From an optimization exercise on the open Yosys and OpenROAD flow, aimed at small area; shortcuts taken in it are not production practice.
The RTL was checked by simulation tests, not by an equivalence proof against the original design.
Power figures rest on the tool's default switching activity, not on a simulated workload.

Design sdep_engine, start of the top module:
module sdep_engine (
    input  wire        clk,
    input  wire        rst,
    input  wire        op_valid,
    output wire        op_ready,
    input  wire [2:0]  op_code,
    input  wire [15:0] op_cmd,
    input  wire [15:0] op_len,
    input  wire        txd_valid,
    output wire        txd_ready,
    input  wire [7:0]  txd_data,
    output wire        bus_valid,
    output reg  [2:0]  bus_op,
    output reg  [7:0]  bus_tx,
    input  wire        bus_ready,
    input  wire [7:0]  bus_rx,
    input  wire        bus_err,
    output wire        rxd_valid,
    output wire [7:0]  rxd_data,
    output wire        res_valid,
    output wire [2:0]  res_kind,
    output wire [1:0]  res_code,
    output wire [3:0]  res_cause,
    output wire [2:0]  res_inner,
    output wire        res_status,
    output wire [15:0] res_id,
    output wire [15:0] res_count,
    output wire        exch_open
);
For scale: roughly 130 I/O pins, ~3300 um^2 of cells after synthesis.
export LEC_CHECK = 0
export CAP_MARGIN = 20
export CORE_MARGIN = 2
export CORE_UTILIZATION = 40
export SLEW_MARGIN = 20
create_clock -name core_clock -period 10.0 [get_ports {clk}]
standard.sh (not shown) runs the stock make flow with config.mk's settings and CLKGATE_MAP_FILE= SYNTH_SCRIPT=/design/flow/synth_recipe.tcl, a recipe that flattens the netlist after the stock synthesis.
==> flow/flow/run.sh <==
#!/bin/bash
# Layout flow: the standard ORFS flow (standard.sh) with these changes in
# how the layout is made:
#  - synthesis is synth_recipe.tcl unchanged except for the ABC script of the
#    combinational mapping (area-oriented &deepsyn + &nf, see my_synth.tcl);
#    it is run with several ABC seeds and two mapping variants, and the
#    smallest netlist is kept.
#    Registers are mapped before ABC, so they are the standard synthesis's;
#  - port buffers use the smallest buffer cell (buf_1);
#  - the clock tree uses clkbuf_8 and no dummy loads.
# Each tool's output goes to a log file in this work folder.
set -euo pipefail
W=$(pwd)
NSEEDS=32
PAR=${NUM_CORES:-4}
export FLOW_SYNTH_TCL="$W/synth_recipe.tcl"
export BUFFER_PORTS_ARGS="-buffer_cell sky130_fd_sc_hd__buf_1"
export CTS_ARGS="-sink_clustering_enable -repair_clock_nets -buf_list sky130_fd_sc_hd__clkbuf_8 -root_buf sky130_fd_sc_hd__clkbuf_8 -dont_use_dummy_load"

sed "s|SYNTH_SCRIPT=[^ ]*|SYNTH_SCRIPT=$W/flow/my_synth.tcl|" standard.sh > "$W/flow/standard_mine.sh"
grep -q "SYNTH_SCRIPT=$W/flow/my_synth.tcl" "$W/flow/standard_mine.sh"

# candidate syntheses, one per ABC seed, each in its own ORFS work folder
mkdir -p "$W/syn"
run_seed() {
  # candidates 0..NSEEDS-1: &deepsyn seed (candidate mod 16), mapped after
  # dch (first 16) or after &dch (next 16)
  local sd=$1 d="$W/syn/s$1" map
  if (( sd < 16 )); then map='&put\ndch -f\n&get -n\n'; else map='&dch -f\n'; fi
  printf "strash\n&get -n\n&deepsyn -J 100 -S %s\n${map}&nf -R 1000\n&put\ntopo\n" "$((sd % 16))" > "$W/syn/s$sd.abc"
  sed "s|WORK_HOME=[^ ]*|WORK_HOME=$d|" "$W/flow/standard_mine.sh" > "$W/syn/s$sd.sh"
  MY_ABC_SCRIPT="$W/syn/s$sd.abc" bash "$W/syn/s$sd.sh" synth > "$W/syn/s$sd.log" 2>&1 || true
}
for ((sd = 0; sd < NSEEDS; sd++)); do
  run_seed $sd &
  if (( (sd + 1) % PAR == 0 )); then wait; fi
done
wait

# keep the smallest (cell area without the buffers that placement removes)
best=""; best_area=""
for ((sd = 0; sd < NSEEDS; sd++)); do
  f="$W/syn/s$sd/reports/sky130hd/sdep_engine/base/synth_stat.txt"
  [[ -f "$W/syn/s$sd/results/sky130hd/sdep_engine/base/1_synth.odb" && -f "$f" ]] || continue
  a=$(awk '/sky130_fd_sc_hd__/ { if ($3 !~ /__(buf|clkbuf)_/) s += $2 } END { printf "%.3f", s }' "$f")
  echo "seed $sd: $a" >> "$W/syn/areas.log"
  if [[ -z "$best" ]] || awk -v a="$a" -v b="$best_area" 'BEGIN { exit !(a < b) }'; then
    best=$sd; best_area=$a
  fi
done
[[ -n "$best" ]]
echo "best seed $best: $best_area" >> "$W/syn/areas.log"
mkdir -p "$W/orfs"
cp -a "$W/syn/s$best/." "$W/orfs/"

bash "$W/flow/standard_mine.sh" > "$W/flow_run.log" 2>&1
Other scripts of this flow, unchanged in this note and not shown: flow/flow/my_synth.tcl
Then changed:
--- a/flow/design.v
+++ b/flow/design.v
@@ -35,18 +35,17 @@
                      S_WHDR   = 4'd5,
                      S_FETCH  = 4'd6,
                      S_WPAY   = 4'd7,
                      S_UNSEL  = 4'd8,
                      S_PIN    = 4'd9,
                      S_RDLV   = 4'd10,
                      S_RHDR   = 4'd11,
                      S_RPAY   = 4'd12,
-                     S_DONE   = 4'd13,
-                     S_RWAIT  = 4'd14;
+                     S_DONE   = 4'd13;
     localparam [6:0] F_TXPROBE = {4'd1, 3'd0},
                      F_READY   = {4'd2, 3'd0},
                      F_RXPROBE = {4'd3, 3'd0},
                      F_SENT    = {4'd4, 3'd0},    
                      F_BSEL    = {4'd5, 3'd1},
                      F_BUNSEL  = {4'd5, 3'd2},
                      F_BXCHG   = {4'd5, 3'd3},
                      F_BWR     = {4'd5, 3'd4},
@@ -137,21 +136,20 @@
                     if (op_code == 3'd0 || op_code[2:1] == 2'b11) k_val = F_BAD;
                     else if (op_code[0] && op_code != 3'd1 && exch_r) k_val = F_OVERLAP;
                 end
             end
             S_XCHG:   if (hs) begin
                           k_ld  = (bus_rx < 8'hFE);
                           k_val = 7'd3;
                       end
-            S_WAIT, S_RWAIT:
-                      if (b[4:0] == 5'd0) begin
+            S_WAIT:   if (b[4:0] == 5'd0) begin
                           k_ld  = k1;
                           k_dec = 1'b1;
-                          k_val = (st == S_RWAIT) ? F_READY : {2'b00, m_rx, 1'b1, 3'd0};
+                          k_val = {2'b00, b[7] | m_rx, ~b[7], 3'd0};
                       end
             S_WHDR:   if (hs) begin
                           k_ld  = k1;
                           k_dec = 1'b1;
                           k_val = {2'b00, flen};
                       end
             S_WPAY:   if (hs) k_dec = !k1;
             S_UNSEL:  if (hs && !k[3]) begin
@@ -169,24 +167,24 @@
         endcase
     end
     always @(posedge clk)
         if (k_ld) k <= k_val;
         else      k <= k - {6'd0, k_dec};
     wire b_tx  = (st == S_FETCH) && txd_valid;
     wire b_rx  = hs && ((st == S_RPAY) || ((st == S_RHDR) && k[1] && k[0]));
     wire b_w   = hs && (((st == S_BUNSEL) && !bus_err) || ((st == S_PIN) && !bus_rx[0]));
-    wire b_dec = ((st == S_WAIT) || (st == S_RWAIT)) && (b[4:0] != 5'd0);
+    wire b_dec = (st == S_WAIT) && (b[4:0] != 5'd0);
     always @(posedge clk) begin
         if (b_tx)
             b <= txd_data;
         else if (b_rx)
             b <= bus_rx;
         else if (b_w)
-            b[4:0] <= {st == S_PIN, 4'b0011};
+            b <= {st == S_PIN, bus_rx[6:5], st == S_PIN, 4'b0011};
         else
             b[4:0] <= b[4:0] - {4'd0, b_dec};
     end
     always @(posedge clk) begin
         if (rst) begin
             st     <= S_IDLE;
             exch_r <= 1'b0;
         end else begin
@@ -232,24 +230,20 @@
                     if (bus_err)
                         st <= S_DONE;
                     else
                         st <= S_WAIT;
                 end
                 S_WAIT: begin
                     if (b[4:0] != 5'd0)
                         ;
+                    else if (k1)
+                        st <= S_DONE;
                     else
-                        st <= k1 ? S_DONE : S_SEL;
-                end
-                S_RWAIT: begin
-                    if (b[4:0] != 5'd0)
-                        ;
-                    else
-                        st <= k1 ? S_DONE : S_PIN;
+                        st <= b[7] ? S_PIN : S_SEL;
                 end
                 S_WHDR: if (hs) begin
                     if (bus_err)
                         st <= S_UNSEL;
                     else if (k1)
                         st <= last ? S_UNSEL : S_FETCH;
                 end
                 S_FETCH: if (txd_valid)
@@ -275,17 +269,17 @@
                         st <= S_PIN;
                     else
                         st <= S_DONE;
                 end
                 S_PIN: if (hs) begin
                     if (bus_rx[0])
                         st <= S_SEL;
                     else
-                        st <= S_RWAIT;
+                        st <= S_WAIT;
                 end
                 S_RHDR: if (hs) begin
                     if (bus_err)
                         st <= S_UNSEL;
                     else begin
                         if (!k[0] || id_ok)
                             cmd[15:8] <= bus_rx;
                         if (k1)
The new run finished with timing, DRC and antenna clean.
Clock-buffer cell count does not change.
Total power drops by 6.2%.
Hold slack loses 6.6 ps.
Cell count is unchanged.
Via count drops by 1.8%.
Worst setup slack gains 760 ps.
Routed wire length drops by 6.5%.
Synthesized cell count hardly moves.
Die area is unchanged.
Core utilization barely changes.
Global-route usage drops by 2.0 points.

## re-timing with driven ports
Ports are ideal in the flow. The routed layouts listed here were re-timed in OpenROAD.
Step 1 assumes that a clkbuf_16 drives the clock port and a buf_2 every other input.
Step 2 times the ports against the registers' clock, not the clock port: input delays grow and output delays shrink by t, the midpoint of the rising clock arrivals with the driver on.
Slacks: no drivers / after step 1 / after step 2; pairs: no drivers / after step 1.
| run | shift t [ns] | setup slack, ns | worst setup path after step 2 | slew at the worst register clock pin (ns) | worst data-port slew with drivers (ns) |
|---|---|---|---|---|---|
| the first run | 0.343 | 4.191 / 4.152 / 4.494 | register to output | 0.11 / 0.11 | 0.05 |
| the second run | 0.333 | 4.953 / 4.921 / 5.254 | register to output | 0.10 / 0.10 | 0.04 |
After both steps every run listed still meets setup and hold.
